Context: an optimization exercise on an open-source flow, tuned for small area. The choices shown serve that exercise and are no tape-out recipe. The RTL was checked by simulation tests, not by an equivalence proof against the original design. Power and IR drop assume default switching activity.

[flow/constraint.sdc]
create_clock -name core_clock -period 10.0 [get_ports {clk}]
set_input_delay 2.0000 -clock core_clock [delete_from_list [all_inputs] [get_ports {clk}]]
set_output_delay 2.0000 -clock core_clock [all_outputs]
set_load 0.01 [all_outputs]
[flow/flow/run.sh]
#!/bin/bash
# Standard ORFS layout (the standard.sh, synthesis unchanged) with two
# layout choices: the port buffers use the smallest buffer, and clock tree
# synthesis uses clkbuf_8 with sized sink clusters and no dummy loads.
set -euo pipefail
cat >> config.mk <<'EOC'
export BUFFER_PORTS_ARGS = -buffer_cell sky130_fd_sc_hd__buf_1
export CTS_ARGS = -sink_clustering_enable -repair_clock_nets -dont_use_dummy_load -buf_list sky130_fd_sc_hd__clkbuf_8 -sink_clustering_size 12 -sink_clustering_max_diameter 50
EOC
bash standard.sh finish > flow_make.log 2>&1
[flow/config.mk]
export PLATFORM = sky130hd
export DESIGN_NAME = mbf_engine
export DESIGN_NICKNAME = mbf_engine
export VERILOG_FILES = /design/flow/design.v
export SDC_FILE = /design/flow/constraint.sdc
export NUM_CORES = 4
export LEC_CHECK = 0
export CAP_MARGIN = 20
export CORE_MARGIN = 2
export CORE_UTILIZATION = 70
export GPL_TIMING_DRIVEN = 0
export PLACE_DENSITY = 0.8
export SLEW_MARGIN = 20
export BUFFER_PORTS_ARGS = -buffer_cell sky130_fd_sc_hd__buf_1
export CTS_ARGS = -sink_clustering_enable -repair_clock_nets -dont_use_dummy_load -buf_list sky130_fd_sc_hd__clkbuf_8 -sink_clustering_size 12 -sink_clustering_max_diameter 50
[flow/design.v]
module mbf_engine #(
    parameter NCH   = 3,
    parameter T_IFD = 8      
) (
    input  wire        clk,
    input  wire        rst,
    input  wire        wr_en,
    input  wire [11:0] wr_addr,
    input  wire [31:0] wr_data,
    input  wire        cmd_valid,
    output wire        cmd_ready,
    input  wire [31:0] cmd_word,
    input  wire [15:0] cmd_arg0,
    input  wire [15:0] cmd_arg1,
    output reg         cmd_done,
    output wire [3:0]  cmd_result,
    output wire        cmd_tid_valid,
    output wire [15:0] cmd_tid,
    input  wire        tick,
    input  wire        wm_valid,
    output wire        wm_ready,
    input  wire [15:0] wm_data,
    output wire        tx_valid,
    input  wire        tx_ready,
    output wire [7:0]  tx_data,
    output wire        tx_last,
    output wire [1:0]  tx_ch,
    input  wire        rx_valid,
    input  wire [7:0]  rx_data,
    input  wire        rx_last,
    input  wire        rx_err,
    input  wire        rx_err_io,
    output wire        open_req,
    output wire [1:0]  open_ch,
    output wire        open_kind,
    input  wire        open_ans_valid,
    input  wire [1:0]  open_ans,
    output reg         close_req,
    output wire [1:0]  close_ch,
    output reg         ev_valid,
    output wire [1:0]  ev_ch,
    output wire [3:0]  ev_outcome,
    output wire [15:0] ev_tid,
    output reg         ev_rsp_valid,
    output wire [7:0]  ev_rsp_unit,
    output wire [7:0]  ev_rsp_fc,
    output wire [15:0] ev_rsp_value,
    output wire [7:0]  ev_rsp_exc,
    output wire        busy,
    output reg         overrun,
    output reg         fatal,
    output reg         enable,
    output reg         mbx_valid,
    output wire [5:0]  ch_state
);
    localparam [3:0] O_OK = 4'd0, O_ILLEGAL = 4'd1, O_INVCOUNT = 4'd2,
                     O_BADSTATE = 4'd3, O_BADKIND = 4'd4, O_FATAL = 4'd5,
                     O_CONNERR = 4'd6, O_RESFAIL = 4'd7, O_IOERR = 4'd8,
                     O_TIMEDOUT = 4'd10, O_DECERR = 4'd11, O_UNSOL = 4'd12,
                     O_EXC = 4'd13;
    localparam [1:0] CS_CLOSED = 2'd0, CS_OPENING = 2'd1, CS_READY = 2'd2,
                     CS_FAILED = 2'd3;
    localparam [3:0] S_IDLE   = 4'd0,
                     S_CHECK  = 4'd1,
                     S_OPEN   = 4'd2,
                     S_TX     = 4'd3,
                     S_WMGET  = 4'd4,
                     S_RX     = 4'd5,
                     S_DEC    = 4'd6,
                     S_DELAY  = 4'd7,
                     S_CYCCH  = 4'd8,
                     S_CYCEND = 4'd9;
    localparam [3:0] C_NOP = 4'd0, C_OPEN = 4'd1, C_CLOSE = 4'd2,
                     C_COMMIT = 4'd3, C_RD = 4'd4, C_WS = 4'd5, C_WM = 4'd6,
                     C_CYCT = 4'd8, C_CYCC = 4'd9;
    localparam [1:0] ST_ACC = 2'd0, ST_DEC = 2'd1, ST_VEL = 2'd2;
    localparam [2:0] R_03 = 3'd0, R_06 = 3'd1, R_83 = 3'd2, R_86 = 3'd3,
                     R_90 = 3'd4, R_BAD = 3'd5, R_TMO = 3'd6, R_IOE = 3'd7;
    reg [7:0]  unit_id  [0:NCH-1];
    reg        kind     [0:NCH-1];
    reg [1:0]  cstate   [0:NCH-1];
    reg [15:0] tid      [0:NCH-1];
    reg [15:0] reg_acc  [0:NCH-1];    
    reg [15:0] reg_dec  [0:NCH-1];
    reg [15:0] reg_vel  [0:NCH-1];
    reg [15:0] stg_acc  [0:NCH-1];    
    reg [15:0] stg_dec  [0:NCH-1];
    reg [15:0] stg_vel  [0:NCH-1];
    reg [15:0] mbx_acc  [0:NCH-1];    
    reg [15:0] mbx_dec  [0:NCH-1];
    reg [15:0] mbx_vel  [0:NCH-1];
    reg [15:0] cyc_ra   [1:NCH-1];    
    reg [15:0] cyc_rd   [0:NCH-1];    
    reg [15:0] cyc_rv   [0:NCH-1];    
    reg [15:0] prev_vel [0:NCH-1];
    reg        prev_valid [0:NCH-1];
    reg        tick_pend;
    reg [3:0]  state;
    reg [3:0]  op;            
    reg [3:0]  res;           
    reg [1:0]  step;
    reg [2:0]  choh;          
    wire [1:0] ch = {choh[2], choh[1]};
    reg [15:0] f_addr;        
    reg [15:0] f_arg;         
    localparam IW = (T_IFD > 16) ? 16 : 4;
    reg [IW-1:0] idx;         
    wire       tid_ok = f_addr[11];
    wire [2:0] rcode  = f_addr[10:8];
    wire [7:0] r_unit = f_addr[7:0];
    wire [7:0] r_x    = f_arg[15:8];    
    wire [7:0] r_y    = f_arg[7:0];     
    assign busy      = (state != S_IDLE);
    assign cmd_ready = (state == S_IDLE) && !tick_pend;
    assign wm_ready  = (state == S_WMGET);
    genvar gc;
    generate
        for (gc = 0; gc < NCH; gc = gc + 1) begin : g_st
            assign ch_state[2*gc +: 2] = cstate[gc];
        end
    endgenerate
    wire in_cyc = op[3];
    wire [2:0] evoh = (state == S_CYCCH || state == S_CYCEND) ?
                      {choh[0], choh[2], choh[1]} :
                      (state == S_IDLE && !ev_valid) ? 3'b000 : choh;
    wire [1:0] evch = {evoh[2], evoh[1]};
    wire [15:0] tid_m = ({16{evoh[0]}} & tid[0]) | ({16{evoh[1]}} & tid[1]) |
                        ({16{evoh[2]}} & tid[2]);
    wire [7:0] unit_c = ({8{choh[0]}} & unit_id[0]) | ({8{choh[1]}} & unit_id[1]) |
                        ({8{choh[2]}} & unit_id[2]);
    wire       kind_c = (choh[0] & kind[0]) | (choh[1] & kind[1]) | (choh[2] & kind[2]);
    wire [1:0] cst_c  = ({2{choh[0]}} & cstate[0]) | ({2{choh[1]}} & cstate[1]) |
                        ({2{choh[2]}} & cstate[2]);
    assign open_req  = (state == S_OPEN);
    assign open_ch   = ch;
    assign open_kind = kind_c;
    assign close_ch  = ch;
    assign tx_ch     = ch;
    assign ev_ch     = evch;
    assign ev_tid    = tid_m;
    assign cmd_tid   = tid_m;
    assign cmd_tid_valid = ev_valid;
    assign cmd_result = res;
    assign ev_outcome = res;
    wire       f_wm  = (op == C_WM);
    wire [7:0] f_fc  = (op == C_RD) ? 8'h03 : f_wm ? 8'h10 : 8'h06;
    wire [6:0] f_n   = f_arg[6:0];
    wire [7:0] f_l5  = {f_n, 1'b0} + 8'd7;
    wire       f_l4  = (f_n >= 7'd125);
    reg  [7:0] f_byte;
    always @(*) begin
        case (idx)
            4'd0:  f_byte = tid_m[15:8];
            4'd1:  f_byte = tid_m[7:0];
            4'd4:  f_byte = {7'd0, f_wm & f_l4};
            4'd5:  f_byte = f_wm ? f_l5 : 8'd6;
            4'd6:  f_byte = unit_c;
            4'd7:  f_byte = f_fc;
            4'd8:  f_byte = f_addr[15:8];
            4'd9:  f_byte = f_addr[7:0];
            4'd10: f_byte = f_arg[15:8];
            4'd11: f_byte = f_arg[7:0];
            4'd12: f_byte = {f_n, 1'b0};
            4'd13: f_byte = f_addr[15:8];
            4'd14: f_byte = f_addr[7:0];
            default: f_byte = 8'h00;
        endcase
    end
    assign tx_valid = (state == S_TX);
    assign tx_data  = f_byte;
    assign tx_last  = f_wm ? (idx == 4'd14 && f_n == 7'd0) : (idx == 4'd11);
    wire [7:0] w_op = cmd_word[31:24];
    wire [3:0] w_ch = cmd_word[19:16];
    reg  [3:0] w_cls;
    reg        w_legal, w_chan;
    always @(*) begin
        w_legal = 1'b1;
        w_chan  = 1'b1;
        w_cls   = C_NOP;
        case (w_op)
            8'h00: begin w_cls = C_NOP;    w_chan = 1'b0; end
            8'h01: w_cls = C_OPEN;
            8'h02: w_cls = C_CLOSE;
            8'h03: w_cls = C_RD;
            8'h06: w_cls = C_WS;
            8'h10: w_cls = C_WM;
            8'h20: begin w_cls = C_COMMIT; w_chan = 1'b0; end
            8'h21: begin w_cls = C_CYCC;   w_chan = 1'b0; end
            default: begin w_legal = 1'b0; w_chan = 1'b0; end
        endcase
    end
    wire [1:0] w_cst  = cstate[w_ch[1:0]];
    wire       w_kind = kind[w_ch[1:0]];
    wire       w_req  = (w_cls == C_RD) || (w_cls == C_WS) || (w_cls == C_WM);
    reg  [3:0] w_res;
    always @(*) begin
        w_res = O_OK;
        if (!w_legal || cmd_word[23:20] != 4'd0 || cmd_word[15:0] != 16'd0 ||
            (!w_chan && w_ch != 4'd0) || (w_chan && w_ch >= NCH))
            w_res = O_ILLEGAL;
        else if (fatal && w_cls != C_NOP)
            w_res = O_FATAL;
        else if ((w_cls == C_OPEN && w_cst != CS_CLOSED) ||
                 (w_req && w_cst != CS_READY))
            w_res = O_BADSTATE;
        else if (w_cls == C_RD && !w_kind)
            w_res = O_BADKIND;
        else if (w_cls == C_WM && (cmd_arg1 == 16'd0 || cmd_arg1 > 16'd127))
            w_res = O_INVCOUNT;
    end
    wire r_norm = (rcode == R_03) || (rcode == R_06);
    wire r_exc  = (rcode == R_83) || (rcode == R_86) || (rcode == R_90);
    reg  [3:0] dec_outcome;
    reg        dec_accept;
    always @(*) begin
        dec_accept = 1'b0;
        if (rcode == R_IOE)
            dec_outcome = O_IOERR;
        else if (rcode == R_TMO)
            dec_outcome = O_TIMEDOUT;
        else if (idx < 4'd9)
            dec_outcome = O_DECERR;
        else if (r_norm && idx < 4'd11)
            dec_outcome = O_DECERR;
        else if (!r_norm && !r_exc)
            dec_outcome = O_DECERR;
        else if (!tid_ok)
            dec_outcome = O_UNSOL;
        else begin
            dec_accept  = 1'b1;
            dec_outcome = r_exc ? O_EXC : O_OK;
        end
    end
    reg [7:0] r_fc;
    always @(*) begin
        case (rcode)
            R_03:    r_fc = 8'h03;
            R_06:    r_fc = 8'h06;
            R_83:    r_fc = 8'h83;
            R_86:    r_fc = 8'h86;
            default: r_fc = 8'h90;
        endcase
    end
    assign ev_rsp_unit  = r_unit;
    assign ev_rsp_fc    = r_fc;
    assign ev_rsp_value = r_norm ? {r_x, r_y} : 16'd0;
    assign ev_rsp_exc   = r_exc ? r_x : 8'd0;
    reg [2:0] rx_cls;
    always @(*) begin
        case (rx_data)
            8'h03:   rx_cls = R_03;
            8'h06:   rx_cls = R_06;
            8'h83:   rx_cls = R_83;
            8'h86:   rx_cls = R_86;
            8'h90:   rx_cls = R_90;
            default: rx_cls = R_BAD;
        endcase
    end
    wire [NCH-1:0] vel_new;
    generate
        for (gc = 0; gc < NCH; gc = gc + 1) begin : g_vn
            assign vel_new[gc] = !prev_valid[gc] || mbx_vel[gc] != prev_vel[gc];
        end
    endgenerate
    wire send_c = (cst_c == CS_READY) && |(vel_new & choh);
    wire take_cmd  = (state == S_IDLE) && !tick_pend && cmd_valid;
    wire start_cyc = ((state == S_IDLE) && tick_pend) ||
                     ((state == S_CHECK) && res == O_OK && op == C_CYCC);
    wire dly_end   = (state == S_DELAY) && (idx == T_IFD - 1);
    wire cyc_send  = (state == S_CYCCH) && send_c;
    wire wm_take   = (state == S_WMGET) && wm_valid;
    wire [1:0] nstep = (state == S_CYCCH) ? ST_ACC : step + 2'd1;
    wire       wr_ch_hit = wr_en && wr_addr[11:8] == 4'h1;
    wire [1:0] wr_ch     = wr_addr[7:6];
    wire [5:0] wr_off    = wr_addr[5:0];
    integer i;
    always @(posedge clk) begin
        if (rst) begin
            state     <= S_IDLE;
            tick_pend <= 1'b0;
            overrun   <= 1'b0;
            fatal     <= 1'b0;
            enable    <= 1'b0;
            mbx_valid <= 1'b0;
            cmd_done  <= 1'b0;
            close_req <= 1'b0;
            ev_valid  <= 1'b0;
            for (i = 0; i < NCH; i = i + 1)
                cstate[i]  <= CS_CLOSED;
        end else begin
            cmd_done  <= 1'b0;
            close_req <= 1'b0;
            ev_valid  <= 1'b0;
            if (wr_en && wr_addr == 12'h000)
                enable <= wr_data[0];
            if (tick && enable && !fatal) begin
                if (tick_pend)
                    overrun <= 1'b1;
                else
                    tick_pend <= 1'b1;
            end
            if (wr_en && wr_addr == 12'h004 && wr_data[1])
                overrun <= 1'b0;
            case (state)
                S_IDLE: begin
                    if (tick_pend) begin
                        tick_pend <= 1'b0;
                        state     <= mbx_valid ? S_CYCCH : S_CYCEND;
                    end else if (cmd_valid) begin
                        state <= S_CHECK;
                    end
                end
                S_CHECK: begin
                    if (res != O_OK) begin
                        cmd_done <= 1'b1;
                        state    <= S_IDLE;
                    end else begin
                        case (op)
                            C_OPEN: begin
                                for (i = 0; i < NCH; i = i + 1) if (choh[i]) cstate[i] <= CS_OPENING;
                                state      <= S_OPEN;
                            end
                            C_CLOSE: begin
                                if (cst_c != CS_CLOSED)
                                    close_req <= 1'b1;
                                for (i = 0; i < NCH; i = i + 1) if (choh[i]) cstate[i] <= CS_CLOSED;
                                cmd_done   <= 1'b1;
                                state      <= S_IDLE;
                            end
                            C_RD, C_WS, C_WM: begin
                                state <= S_TX;
                            end
                            C_COMMIT: begin
                                mbx_valid <= 1'b1;
                                cmd_done  <= 1'b1;
                                state     <= S_IDLE;
                            end
                            C_CYCC: begin
                                state <= mbx_valid ? S_CYCCH : S_CYCEND;
                            end
                            default: begin
                                cmd_done <= 1'b1;
                                state    <= S_IDLE;
                            end
                        endcase
                    end
                end
                S_OPEN: begin
                    if (open_ans_valid) begin
                        cmd_done <= 1'b1;
                        state    <= S_IDLE;
                        case (open_ans)
                            2'd0: for (i = 0; i < NCH; i = i + 1) if (choh[i]) cstate[i] <= CS_READY;
                            2'd1: for (i = 0; i < NCH; i = i + 1) if (choh[i]) cstate[i] <= CS_FAILED;
                            default: begin
                                for (i = 0; i < NCH; i = i + 1) if (choh[i]) cstate[i] <= CS_FAILED;
                                fatal      <= 1'b1;
                                tick_pend  <= 1'b0;
                            end
                        endcase
                    end
                end
                S_TX: begin
                    if (tx_ready) begin
                        if (tx_last)
                            state <= kind_c ? S_RX : S_DEC;
                        else if (f_wm && (idx == 4'd12 || idx == 4'd14))
                            state <= S_WMGET;
                    end
                end
                S_WMGET: begin
                    if (wm_valid)
                        state <= S_TX;
                end
                S_RX: begin
                    if (rx_err || (rx_valid && rx_last))
                        state <= S_DEC;
                end
                S_DEC: begin
                    ev_valid <= 1'b1;
                    if (in_cyc) begin
                        if (step == ST_VEL)
                            state <= choh[2] ? S_CYCEND : S_CYCCH;
                        else
                            state <= S_DELAY;
                    end else begin
                        cmd_done <= 1'b1;
                        state    <= S_IDLE;
                    end
                end
                S_DELAY: begin
                    if (dly_end)
                        state <= S_TX;
                end
                S_CYCCH: begin
                    if (send_c)
                        state <= S_TX;
                    else if (choh[2])
                        state <= S_CYCEND;
                end
                S_CYCEND: begin
                    if (op == C_CYCC)
                        cmd_done <= 1'b1;
                    state <= S_IDLE;
                end
                default: state <= S_IDLE;
            endcase
        end
    end
    wire [31:0] wd     = rst ? 32'd0 : wr_data;
    wire [15:0] tid_nx = rst ? 16'd0 : tid_m + 16'd1;
    always @(posedge clk) begin
        for (i = 0; i < NCH; i = i + 1) begin
            if (rst || (wr_ch_hit && wr_ch == i && wr_off == 6'h00 &&
                        cstate[i] == CS_CLOSED)) begin
                unit_id[i] <= wd[7:0];
                kind[i]    <= wd[8];
            end
            if (rst || (wr_ch_hit && wr_ch == i && wr_off == 6'h08)) begin
                reg_acc[i] <= wd[15:0];
                reg_dec[i] <= wd[31:16];
            end
            if (rst || (wr_ch_hit && wr_ch == i && wr_off == 6'h0C))
                reg_vel[i] <= wd[15:0];
            if (rst || (wr_ch_hit && wr_ch == i && wr_off == 6'h18)) begin
                stg_acc[i] <= wd[15:0];
                stg_dec[i] <= wd[31:16];
            end
            if (rst || (wr_ch_hit && wr_ch == i && wr_off == 6'h1C))
                stg_vel[i] <= wd[15:0];
            if (rst || (ev_valid && evoh[i]))
                tid[i] <= tid_nx;
        end
    end
    wire        sa_cmd = take_cmd;
    wire        sa_st  = start_cyc;
    wire        sa_wm  = wm_take;
    wire [NCH-1:0] sa_ra, sa_rd, sa_rv;
    generate
        for (gc = 0; gc < NCH; gc = gc + 1) begin : g_sel
            assign sa_ra[gc] = cyc_send && choh[gc];
            assign sa_rd[gc] = dly_end && choh[gc] && step == ST_ACC;
            assign sa_rv[gc] = dly_end && choh[gc] && step != ST_ACC;
        end
    endgenerate
    reg [15:0] addr_d, arg_d;
    always @(*) begin
        addr_d = ({16{sa_cmd}} & cmd_arg0) | ({16{sa_st}} & reg_acc[0]) |
                 ({16{sa_wm}} & wm_data);
        arg_d  = ({16{sa_cmd}} & cmd_arg1) |
                 ({16{sa_wm}} & {f_arg[15:7], f_n - 7'd1});
        for (i = 0; i < NCH; i = i + 1) begin
            if (i > 0)
                addr_d = addr_d | ({16{sa_ra[i]}} & cyc_ra[i]);
            addr_d = addr_d | ({16{sa_rd[i]}} & cyc_rd[i]) |
                              ({16{sa_rv[i]}} & cyc_rv[i]);
            arg_d  = arg_d  | ({16{sa_ra[i]}} & mbx_acc[i]) |
                              ({16{sa_rd[i]}} & mbx_dec[i]) |
                              ({16{sa_rv[i]}} & mbx_vel[i]);
        end
    end
    wire addr_en = sa_cmd | sa_st | sa_wm | (|sa_ra[NCH-1:1]) | (|sa_rd) | (|sa_rv);
    wire arg_en  = sa_cmd | sa_wm | (|sa_ra) | (|sa_rd) | (|sa_rv);
    wire rx_take = (state == S_RX) && rx_valid && !rx_err;
    wire rx_fail = (state == S_RX) && rx_err;
    wire tx_end  = (state == S_TX) && tx_ready && tx_last;
    wire rc0  = rx_take && idx == 4'd0;
    wire rc1  = rx_take && idx == 4'd1;
    wire rc6  = rx_take && idx == 4'd6;
    wire rc7  = rx_take && idx == 4'd7;
    wire rc8  = rx_take && (idx == 4'd8 || (idx == 4'd9 && !r_exc));
    wire rc10 = rx_take && idx == 4'd10;
    wire tid_eq = (rx_data == f_byte);
    wire [15:0] addr_hold = {{4{~addr_en}},
                             ~(addr_en | rc0 | rc1),
                             {3{~(addr_en | tx_end | rx_fail | rc7)}},
                             {8{~(addr_en | rc6)}}};
    wire [15:0] addr_nx = addr_d | (addr_hold & f_addr) |
                          {4'd0,
                           (rc0 & tid_eq) | (rc1 & tid_ok & tid_eq),
                           ({3{tx_end}} & R_BAD) |
                           ({3{rx_fail}} & (rx_err_io ? R_IOE : R_TMO)) |
                           ({3{rc7}} & rx_cls),
                           {8{rc6}} & rx_data};
    wire [15:0] arg_hold = {{8{~(arg_en | rc8)}}, {8{~(arg_en | rc10)}}};
    wire [15:0] arg_nx = arg_d | (arg_hold & f_arg) |
                         {{8{rc8}} & rx_data, {8{rc10}} & rx_data};
    always @(posedge clk) begin
        if (take_cmd) begin
            op <= w_cls;
            choh <= {w_ch[1:0] == 2'd2, w_ch[1:0] == 2'd1, w_ch[1:0] == 2'd0};
        end
        if ((state == S_IDLE) && tick_pend) begin
            op <= C_CYCT;
            choh <= 3'b001;
        end
        if ((state == S_DEC) && in_cyc && step == ST_VEL)
            choh <= {choh[1], choh[0], choh[2]};
        if ((state == S_CYCCH) && !send_c)
            choh <= {choh[1], choh[0], choh[2]};
        if (take_cmd)
            res <= w_res;
        if ((state == S_OPEN) && open_ans_valid)
            res <= (open_ans == 2'd0) ? O_OK :
                   (open_ans == 2'd1) ? O_CONNERR : O_RESFAIL;
        if (state == S_DEC)
            res <= kind_c ? dec_outcome : O_OK;
        if (state == S_CYCEND)
            res <= O_OK;
        if (state == S_DEC)
            ev_rsp_valid <= kind_c & dec_accept;
        if (cyc_send || dly_end)
            step <= nstep;
        if (start_cyc) begin
            for (i = 1; i < NCH; i = i + 1)
                cyc_ra[i] <= reg_acc[i];
            for (i = 0; i < NCH; i = i + 1) begin
                cyc_rd[i] <= reg_dec[i];
                cyc_rv[i] <= reg_vel[i];
            end
        end
        if ((state == S_CHECK) && res == O_OK && op == C_COMMIT) begin
            for (i = 0; i < NCH; i = i + 1) begin
                mbx_acc[i] <= stg_acc[i];
                mbx_dec[i] <= stg_dec[i];
                mbx_vel[i] <= stg_vel[i];
            end
        end
        if ((state == S_OPEN) && open_ans_valid && open_ans == 2'd0)
            for (i = 0; i < NCH; i = i + 1) if (choh[i]) prev_valid[i] <= 1'b0;
        if ((state == S_DEC) && in_cyc && step == ST_VEL) begin
            for (i = 0; i < NCH; i = i + 1) if (choh[i]) prev_valid[i] <= 1'b1;
            for (i = 0; i < NCH; i = i + 1)
                if (choh[i])
                    prev_vel[i] <= mbx_vel[i];
        end
        f_addr <= addr_nx;
        f_arg  <= arg_nx;
        if ((state == S_CHECK) || (state == S_CYCCH) || dly_end || (state == S_DEC))
            idx <= {IW{1'b0}};
        else if ((state == S_TX) && tx_ready) begin
            if (tx_last)
                idx <= {IW{1'b0}};
            else if (idx == 4'd14)
                idx <= 4'd13;
            else
                idx <= idx + 1'b1;
        end else if ((state == S_RX) && rx_valid && !rx_err) begin
            if (idx != 4'hF)
                idx <= idx + 1'b1;
        end else if (state == S_DELAY)
            idx <= idx + 1'b1;
    end
endmodule
[flow/standard.sh]
#!/bin/bash
# synth_recipe.tcl (not shown) runs the flow's synth.tcl, then flattens the netlist and writes it again
# the make line also repeats each setting of config.mk as NAME=value (left out here)
make -C /OpenROAD-flow-scripts/flow DESIGN_CONFIG=/design/flow/config.mk WORK_HOME=/design/flow/orfs CLKGATE_MAP_FILE= SYNTH_SCRIPT=/design/flow/synth_recipe.tcl "${@:-finish}"
==> results.ini, run 1 <==
[status]
status=timing/DRC/antenna clean

[synthesis]
synthCells=1931
synth_xor_area_share_pct=2.23
ys_warn_count=19
synth_edf_count=692
synth_cell_types=74
synth_fa_ha_area_share_pct=0.638
synth_area_leaders=edfxtp_1, dfxtp_1, a222oi_1, nand2_1, a22oi_1
yosys.area.top_type=edfxtp_1
seq_area_frac_synth_pct=74.8
syn_area_sq_um=29400
synthMuxAreaShare_pct=0.306
synth-simple-area-share_pct=8.60
synth_top_family_by_area=compound AO/OA/AOI/OAI gates
synth_seq_cells=754
async_reset_ff_share_pct=0
synth_top_area_share_pct=70.6
synth_compound_area_share_pct=10.4
ys.flop_type=edfxtp_1
syn_area_per_cell_sq_um=15.2

[power_and_ir_drop]
powerDensity_nw_per_um2=175
vdd_drop_max_mv=0.168
p_leak_nw=11.0
power.total_mw=5.80

[timing]
final.setup.tns_ns=0
rsz0062_at_grt=no
fmax_mhz=170
slew_viol_final=0
tightest_slew_ns=1.21
setup_viol=0
slew_headroom_pct=19.0
period_share_pct=58.8
period_needed_ns=5.88
finalHoldViolations=0
whs_ns=0.380
fin_skew_ns=0.0665

[clocking]
cts_tree=done
cts_setup_buffers=0
hold_buffers=0
cts_resized=0
clk_latency_ns=0.66
cts_root_buf=clkbuf_8
clkTransAtPathRegs_ns=0.08
clockBufferDepth=3
cts_num_sinks=754
cts_buffers=75
htreeDepth=3

[critical_path]
crit_type=reg2out
worstPathMaxFanout=10
crit_required_ns=8.00
cp-start-kind=register
worstSetupEndpointType=output pin
cp.arrival_ns=3.88

[layout]
final_util_pct=79.1
final_cell_mix=edfxtp_1, buf_1, nand2_1
area_growth_syn_to_layout_pct=12.3
mostFrequentLayoutCell=edfxtp_1
fin_cells=2841
drive_gt1_share_pct=9.82
nNetsFinal=2464
fillers=2277

[placed_design]
place_inst=2765
gp_congestion=0.958
hpwl_microns=64600
portBuffers=256

[global_route]
grt_max_degree=55
gr-total-overflow=0
grt_pass1_wl_microns=129000
grt_use_total_pct=42.1
grt_pass1_vias=19506
antenna_found_initial=3

[floorplanning]
start_util_pct=70.5
die_y_microns=209
die-area_sq_um=43700
ioPinCount=264
rows=75
die_w_microns=209
coreArea_sq_um=41800

[flow_run]
cap_viol_max_count=0

[hold_path]
hold_class=reg2reg

[drt]
ant_nets=0
firstDrtPassIters=7
num_vias=20240
wire_per_inst_microns=32.3
post_drt_via_cell_ratio=7.12
wl_microns=91700
drc=0
drt_iter0_markers=3719

## sequential cells by signal (all words and copies together), names as in the netlist, 4 cells and up, named ones only
register / flops
cyc_rd: 48
cyc_rv: 48
mbx_acc: 48
mbx_dec: 48
mbx_vel: 48
prev_vel: 48
reg_acc: 48
reg_dec: 48
reg_vel: 48
stg_acc: 48
stg_dec: 48
stg_vel: 48
tid: 48
cyc_ra: 32
unit_id: 24
f_addr: 16
f_arg: 16
cstate: 6
idx: 4
op: 4
res: 4
state: 4
## logic make-up after synthesis
logic type	count (synthesis)
flip-flops	754
AND/OR/NAND/NOR	503
AO/OA/AOI/OAI	389
buffers and inverters	185
XOR/XNOR	75
adder cells (fa/ha/maj)	15
multiplexers	9
other	1
## stage by stage
| stage | setup slack, ns | instance area, sq um |
|---|---|---|
| global route | 4.06 | 33000 |
| floorplan | 1.76 | 29400 |
| detailed placement | 4.63 | 32000 |
| finish | 4.12 | 33000 |
| global placement | -1.32 | 31100 |
| CTS | 4.10 | 33000 |
## report_power, final
part           total, mW  leakage (nW)  switching [mW]  internal (mW)
clock network       1.62         0.539           0.947          0.669
registers           3.68          7.00          0.0770           3.60
logic              0.505          3.41           0.343          0.161
## area by class of cell
cell class,instances,area [sq um],area share [%]
timing repair buffer,293,1650,5.00
clock buffer,75,1030,3.12
antenna,1,2.50,0.00757
multi-input combinational,994,6780,20.5
sequential,754,22000,66.6
tap,539,674,2.04
inverter,54,203,0.613
buffer,131,677,2.05
## cells in the mapped netlist (15+ instances only)
cell type / count
nor4_1: 28
edfxtp_1: 692
a221o_1: 32
xnor2_1: 38
nor2b_1: 45
nor2_1: 102
a221oi_1: 37
clkbuf_1: 75
a22oi_1: 57
inv_1: 53
a222oi_1: 64
nor3_1: 26
dfxtp_1: 62
buf_4: 38
a21oi_1: 48
nand2_1: 144
o21ai_0: 43
ha_1: 15
nand4_1: 24
nand3_1: 44
xor2_1: 37
## layer usage
metal,GRT usage (%),wire length [microns],vias up
li1,-,-,8262
met1,53.4,29700,9673
met2,65.6,42300,1929
met3,12.7,13900,372
met4,24.1,5830,4
met5,0,20,-
## critical path, cell delays in order, from the launching register on
cell	delay, ns
edfxtp_1	0.58
clkbuf_1	0.34
clkbuf_1	0.32
a222oi_1	0.62
o32ai_1	0.20
a2111oi_0	0.58
o221ai_1	0.40
buf_1	0.22
## worst paths after layout
check / from / to / slack [ns] / depth (start not counted)
setup / recovery: choh[1]$_DFFE_PP_ / tx_data[2] / 4.12 / 7
hold / removal: stg_vel[1][1]$_DFFE_PP_ / mbx_vel[1][1]$_DFFE_PP_ / 0.38 / 0
setup reg to reg: idx[0]$_SDFFE_PP0P_ / f_addr[9]$_DFF_P_ / 4.93 / 10
hold reg to reg: stg_vel[1][1]$_DFFE_PP_ / mbx_vel[1][1]$_DFFE_PP_ / 0.38 / 0
==> inputs of run 2 (changes only) <==
--- a/flow/config.mk
+++ b/flow/config.mk
@@ -7,9 +7,9 @@
 export LEC_CHECK = 0
 export CAP_MARGIN = 20
 export CORE_MARGIN = 2
-export CORE_UTILIZATION = 70
+export CORE_UTILIZATION = 75
 export GPL_TIMING_DRIVEN = 0
-export PLACE_DENSITY = 0.8
+export PLACE_DENSITY = 0.85
 export SLEW_MARGIN = 20
 export BUFFER_PORTS_ARGS = -buffer_cell sky130_fd_sc_hd__buf_1
 export CTS_ARGS = -sink_clustering_enable -repair_clock_nets -dont_use_dummy_load -buf_list sky130_fd_sc_hd__clkbuf_8 -sink_clustering_size 12 -sink_clustering_max_diameter 50
==> run 2 against run 1 <==
Against the previous run: critical endpoint is now tx_data[6]; sequential share of layout area up 0.30 points; setup slack better by 0.17 ns; critical path type unchanged; sequential cell count unchanged.
==> results.ini, run 2 <==
[status]
status=timing/DRC/antenna clean

[clocking]
cts_resized=0
clockBufferDepth=3
cts_root_buf=clkbuf_8
clk_latency_ns=0.67
hold_buffers=0
cts_setup_buffers=0
clkTransAtPathRegs_ns=0.07
cts_num_sinks=754
cts_buffers=75
htreeDepth=3
cts_tree=done

[floorplanning]
coreArea_sq_um=38700
rows=72
start_util_pct=76.0
die_w_microns=202
die-area_sq_um=40800
ioPinCount=264
die_y_microns=202

[power_and_ir_drop]
p_leak_nw=10.9
pwr-share-seq_pct=63.0
power.internal_mw=4.42
combPwrFrac_pct=8.7
p_sw_share_pct=24.4
powerDensity_nw_per_um2=178
pwr-share-clk_pct=28.3
switching_power_mw=1.42
vdd_drop_max_mv=0.196

[critical_path]
crit_start=choh[2]$_DFFE_PP_
path_delay_family=compound AO/OA/AOI/OAI gates
crit_type=reg2out
cpPeakStageDelay_ns=0.86
worstPathMaxFanout=10
r2r-start=idx[1]$_SDFFE_PP0P_
crit_path_frequent_cell=buf_2
cp_slowest_cell=a222oi_1
r2r_slack_ns=4.72
cp_cell_sequence=buf_2, nor4bb_1, a211o_1, buf_2, buf_2, a222oi_1, nand2b_1, o2111ai_1, buf_1
crit_end=tx_data[6]
crit_required_ns=8.00
reg2regPathDepth=10
cp-start-kind=register
path_buf_inv=4
worst-path-stages=9
worstSetupEndpointType=output pin
r2r-end=f_arg[13]$_DFF_P_
cp.arrival_ns=3.71

[drt]
wl_microns=96200
num_vias=21094
wire_per_inst_microns=34.2
drt_iter0_markers=4470
firstDrtPassIters=10
post_drt_via_cell_ratio=7.49
drc=0
ant_nets=0

[layout]
fillers=1729
mostFrequentLayoutCell=edfxtp_1
nNetsFinal=2457
multi_input_area_sq_um=6790
final_cell_mix=edfxtp_1, buf_1, nand2_1
final_util_pct=84.9
drive_gt1_share_pct=9.55
seq_area_sq_um=22000
final_area_sq_um=32900
area_growth_syn_to_layout_pct=11.8

[global_route]
grt_pass1_wl_microns=136000
grt_pass1_vias=20625
grt_max_degree=52
grt_use_total_pct=47.0
antenna_found_initial=3
gr-total-overflow=0

[synthesis]
yosys.area.top_type=edfxtp_1
syn_area_per_cell_sq_um=15.2
ys_warn_count=19
synth_edf_count=692
syn_area_sq_um=29400
synth_cell_types=74
synth_seq_cells=754
synth_top_area_share_pct=70.6
synth_area_leaders=edfxtp_1, dfxtp_1, a222oi_1, nand2_1, a22oi_1
post-synth-top-count-cell=edfxtp_1
seq_area_frac_synth_pct=74.8
async_reset_ff_share_pct=0
synthCells=1931
ys.flop_type=edfxtp_1
synth_top_cells_by_count=edfxtp_1, nand2_1, nor2_1, clkbuf_1, a222oi_1

[timing]
period_share_pct=57.1
tightest_slew_ns=1.30
rsz0062_at_grt=no
setup_viol=0
fmax_mhz=175
slew_headroom_pct=13.0
slew_viol_final=0
fin_skew_ns=0.0799
finalHoldViolations=0
period_needed_ns=5.71

[hold_path]
hold_depth=0
hold_class=reg2reg

[placed_design]
portBuffers=256
placed_area_sq_um=31800
gp_congestion=0.988
hpwl_microns=66800

[flow_run]
cap_viol_max_count=0

[run 2: cell counts after synthesis]
No cell type changed its count.
[run 2: layer usage]
metal  vias up  wire (microns)  track usage, %
li1       8252               -               -
met1      9899           29200            61.1
met2      2462           43700            71.6
met3       479           17000            14.2
met4         2            6380            27.5
met5         -               8               0
[run 2: how the worst min path moves through the flow]
stage / startpoint / endpoint / slack [ns]
2_1_floorplan: reg_acc[1][0]$_DFFE_PP_ / cyc_ra[1][0]$_DFFE_PN_ / 0.40
3_3_place_gp: stg_acc[2][14]$_DFFE_PP_ / mbx_acc[2][14]$_DFFE_PP_ / 0.40
3_5_place_dp: reg_acc[2][10]$_DFFE_PP_ / cyc_ra[2][10]$_DFFE_PN_ / 0.40
4_1_cts: stg_dec[2][6]$_DFFE_PP_ / mbx_dec[2][6]$_DFFE_PP_ / 0.41
5_1_grt: stg_dec[2][6]$_DFFE_PP_ / mbx_dec[2][6]$_DFFE_PP_ / 0.41
6_report: stg_dec[2][11]$_DFFE_PP_ / mbx_dec[2][11]$_DFFE_PP_ / 0.40
[run 2: cell type report]
class                      count  area share (%)
buffer                       131            2.05
tap                          518            1.97
antenna                        4          0.0304
clock buffer                  75            3.14
timing repair buffer         286            4.62
inverter                      54           0.616
multi-input combinational    994            20.6
sequential                   754            66.9
[run 2: through the flow]
| step | TNS (ns) | total power [mW] | instances | setup WS [ns] | hold WS, ns |
|---|---|---|---|---|---|
| final | 0 | 5.85 | 2816 | 4.29 | 0.404 |
| after global placement | -171.74 | 4.17 | 2707 | -1.19 | 0.400 |
| after floorplan | 0 | 3.96 | 1933 | 1.76 | 0.400 |
| after global routing | 0 | 5.93 | 2812 | 4.15 | 0.410 |
| after detailed placement | 0 | 4.22 | 2737 | 4.90 | 0.405 |
| after CTS | 0 | 5.78 | 2812 | 4.42 | 0.407 |
[run 2: cells by family after synthesis]
group / Yosys count / share of synthesized area (%)
simple gates: 503 / 8.60
other cells: 1 / 0.0127
compound gates: 389 / 10.4
xor+xnor: 75 / 2.23
fa+ha+maj: 15 / 0.638
flops: 754 / 74.8
mux: 9 / 0.306
buf+inv: 185 / 2.96
[run 2: power groups by stage]
stage	logic [mW]	clock network (mW)	registers, mW
global placement	0.437	0	3.73
global route	0.519	1.73	3.69
floorplan	0.254	0	3.70
finish	0.508	1.66	3.68
detailed placement	0.477	0	3.74
CTS	0.481	1.62	3.68
==> inputs of run 3 (changes only) <==
--- a/flow/design.v
+++ b/flow/design.v
@@ -121,8 +121,7 @@
     endgenerate
     wire in_cyc = op[3];
     wire [2:0] evoh = (state == S_CYCCH || state == S_CYCEND) ?
-                      {choh[0], choh[2], choh[1]} :
-                      (state == S_IDLE && !ev_valid) ? 3'b000 : choh;
+                      {choh[0], choh[2], choh[1]} : choh;
     wire [1:0] evch = {evoh[2], evoh[1]};
     wire [15:0] tid_m = ({16{evoh[0]}} & tid[0]) | ({16{evoh[1]}} & tid[1]) |
                         ({16{evoh[2]}} & tid[2]);
@@ -138,7 +137,7 @@
     assign tx_ch     = ch;
     assign ev_ch     = evch;
     assign ev_tid    = tid_m;
-    assign cmd_tid   = tid_m;
+    assign cmd_tid   = ev_valid ? tid_m : 16'd0;
     assign cmd_tid_valid = ev_valid;
     assign cmd_result = res;
     assign ev_outcome = res;
==> run 3 against run 2 <==
Against the previous run: total power up 2.0%; first-iteration DRC count up 33%; design area up 1.1%; critical path depth down 1; fmax down 7.8%; die area up 1.2%; critical endpoint is now tx_data[2]; highest routed layer unchanged.
==> results.ini, run 3 <==
[status]
status=timing/DRC/antenna clean

[floorplanning]
rows=72
die_y_microns=203
coreArea_sq_um=38900
die-area_sq_um=41300
ioPinCount=264
die_w_microns=203
start_util_pct=76.5

[global_route]
grt_pass1_wl_microns=148000
grt_pass1_vias=21388
gr-total-overflow=0
grt_use_total_pct=51.7
antenna_found_initial=11
grt_max_degree=54

[placed_design]
gp_congestion=0.977
portBuffers=255
placed_area_sq_um=32200
hpwl_microns=71600

[layout]
fillers=1678
final_area_sq_um=33200
final_cell_mix=edfxtp_1, buf_1, a222oi_1
mostFrequentLayoutCell=edfxtp_1
area_growth_syn_to_layout_pct=11.6
drive_gt1_share_pct=9.24
nNetsFinal=2477

[drt]
wl_microns=107000
num_vias=22424
wire_per_inst_microns=37.5
firstDrtPassIters=17
drc=0
ant_nets=0
drt_iter0_markers=5945
post_drt_via_cell_ratio=7.90

[critical_path]
worstSetupEndpointType=output pin
worstPathMaxFanout=10
crit_type=reg2out
crit_required_ns=8.00
cp-start-kind=register
cp.arrival_ns=4.20

[timing]
tightest_slew_ns=1.26
rsz0062_at_grt=no
final.setup.tns_ns=0
fmax_mhz=161
period_needed_ns=6.20
setup_viol=0
finalHoldViolations=0
whs_ns=0.385
fin_skew_ns=0.110
slew_headroom_pct=15.9
period_share_pct=62.0
slew_viol_final=0

[synthesis]
synth_seq_cells=754
synth_cell_types=77
syn_area_per_cell_sq_um=15.3
ys_warn_count=19
yosys.area.top_type=edfxtp_1
synth_area_leaders=edfxtp_1, dfxtp_1, a222oi_1, xor2_1, a22oi_1
post-synth-top-count-cell=edfxtp_1
ys.flop_type=edfxtp_1
async_reset_ff_share_pct=0
synth_top_cells_by_count=edfxtp_1, a222oi_1, clkbuf_1, nand2_1, nor2_1
synth_edf_count=692
syn_area_sq_um=29800
synth_top_area_share_pct=69.8
seq_area_frac_synth_pct=73.9
synthCells=1949

[clocking]
cts_setup_buffers=0
cts_resized=0
clockBufferDepth=3
cts_buffers=75
cts_root_buf=clkbuf_8
htreeDepth=3
clk_latency_ns=0.72
cts_num_sinks=754
hold_buffers=0
cts_tree=done
clkTransAtPathRegs_ns=0.11

[hold_path]
hold_class=reg2reg

[power_and_ir_drop]
power.total_mw=5.97
vdd_drop_max_mv=0.209
powerDensity_nw_per_um2=179
p_leak_nw=10.9

[flow_run]
cap_viol_max_count=0

==> run 3: cell count changes after synthesis, moves of 17 or more <==
cell / delta
and2_1: +18
clkbuf_1: +17
nor2b_1: +21
xnor2_1: -23
a222oi_1: +29
nand2_1: -60
xor2_1: +18
a21oi_1: +18
a221oi_1: -21
nor2_1: -18
==> run 3: cells by family (layout without fill, tap and decap cells) <==
| group | Yosys count | in the layout | share of synthesized area [%] |
|---|---|---|---|
| compound gates | 410 | 410 | 10.7 |
| xor+xnor | 70 | 70 | 2.06 |
| fa+ha+maj | 14 | 14 | 0.588 |
| buf+inv | 177 | 541 | 2.62 |
| flops | 754 | 754 | 73.9 |
| mux | 32 | 32 | 1.13 |
| other cells | 1 | 9 | 0.0126 |
| simple gates | 491 | 491 | 8.95 |
==> run 3: routing by layer <==
| metal | routed length, microns | vias up | global-route usage, % |
|---|---|---|---|
| li1 | - | 8423 | - |
| met1 | 30200 | 10324 | 62.6 |
| met2 | 44600 | 2912 | 74.5 |
| met3 | 21000 | 759 | 22.9 |
| met4 | 10700 | 6 | 37.3 |
| met5 | 72 | - | 0 |
==> run 3: where the power goes <==
group / internal [mW] / switching (mW) / leakage, nW
clock: 0.670 / 1.03 / 0.539
sequential: 3.61 / 0.103 / 7.00
combinational: 0.161 / 0.401 / 3.39
==> run 3: final timing paths <==
kind / to / slack [ns] / startpoint / cells after the start
min reg2reg: cyc_rv[2][11]$_DFFE_PN_ / 0.39 / reg_vel[2][11]$_DFFE_PP_ / 0
min: cyc_rv[2][11]$_DFFE_PN_ / 0.39 / reg_vel[2][11]$_DFFE_PP_ / 0
max: tx_data[2] / 3.80 / choh[1]$_DFFE_PP_ / 8
max reg2reg: f_arg[13]$_DFF_P_ / 5.23 / choh[1]$_DFFE_PP_ / 9
==> run 3: final cells by class <==
type	instances	area (sq um)	share of cell area, %
tap	518	648	1.95
buffer	124	584	1.76
sequential	754	22000	66.2
clock buffer	75	1030	3.10
inverter	53	199	0.598
antenna	6	15.0	0.0452
timing repair buffer	289	1510	4.53
multi-input combinational	1020	7240	21.8
==> run 3: stage by stage <==
step,worst slack [ns],util [%],std cells
finish,3.80,85.4,2839
floorplan,2.09,-,1951
global route,3.89,85.4,2833
global placement,-0.396,80.7,2724
CTS,4.15,85.3,2831
detailed placement,4.83,82.6,2756
==> run 3: critical path: stages (launching register included) <==
cell and delay, ns:
edfxtp_1 0.48, clkbuf_1 0.29, buf_1 0.45, clkbuf_1 0.43, a222oi_1 0.49, o32ai_1 0.18, nor4_1 0.52, o221ai_1 0.48
buf_1 0.25

[afterwards: timing with drivers on the ports]
In the flow no input, the clock included, has a driving cell. The finished layouts below were timed again as built, in two steps. Step 1 assumes that a clkbuf_16 drives the clock port and a buf_2 every other input. Step 2, shift: input delay + t, output delay - t, t = (earliest + latest rising clock arrival at the registers) / 2. This alone moves slack from input paths to output paths. a / b / c = no drivers / after step 1 / after step 2; a / b = the first two.
run	shift t [ns]	setup WS [ns]	worst setup path after step 2	slew at the worst register clock pin (ns)
run 1	0.689	4.120 / 4.060 / 4.466	input to register	0.09 / 0.09
run 2	0.686	4.286 / 4.231 / 4.597	input to register	0.09 / 0.09
run 3	0.720	3.803 / 3.745 / 4.464	register to output	0.11 / 0.11
After both steps every run listed still meets setup and hold.
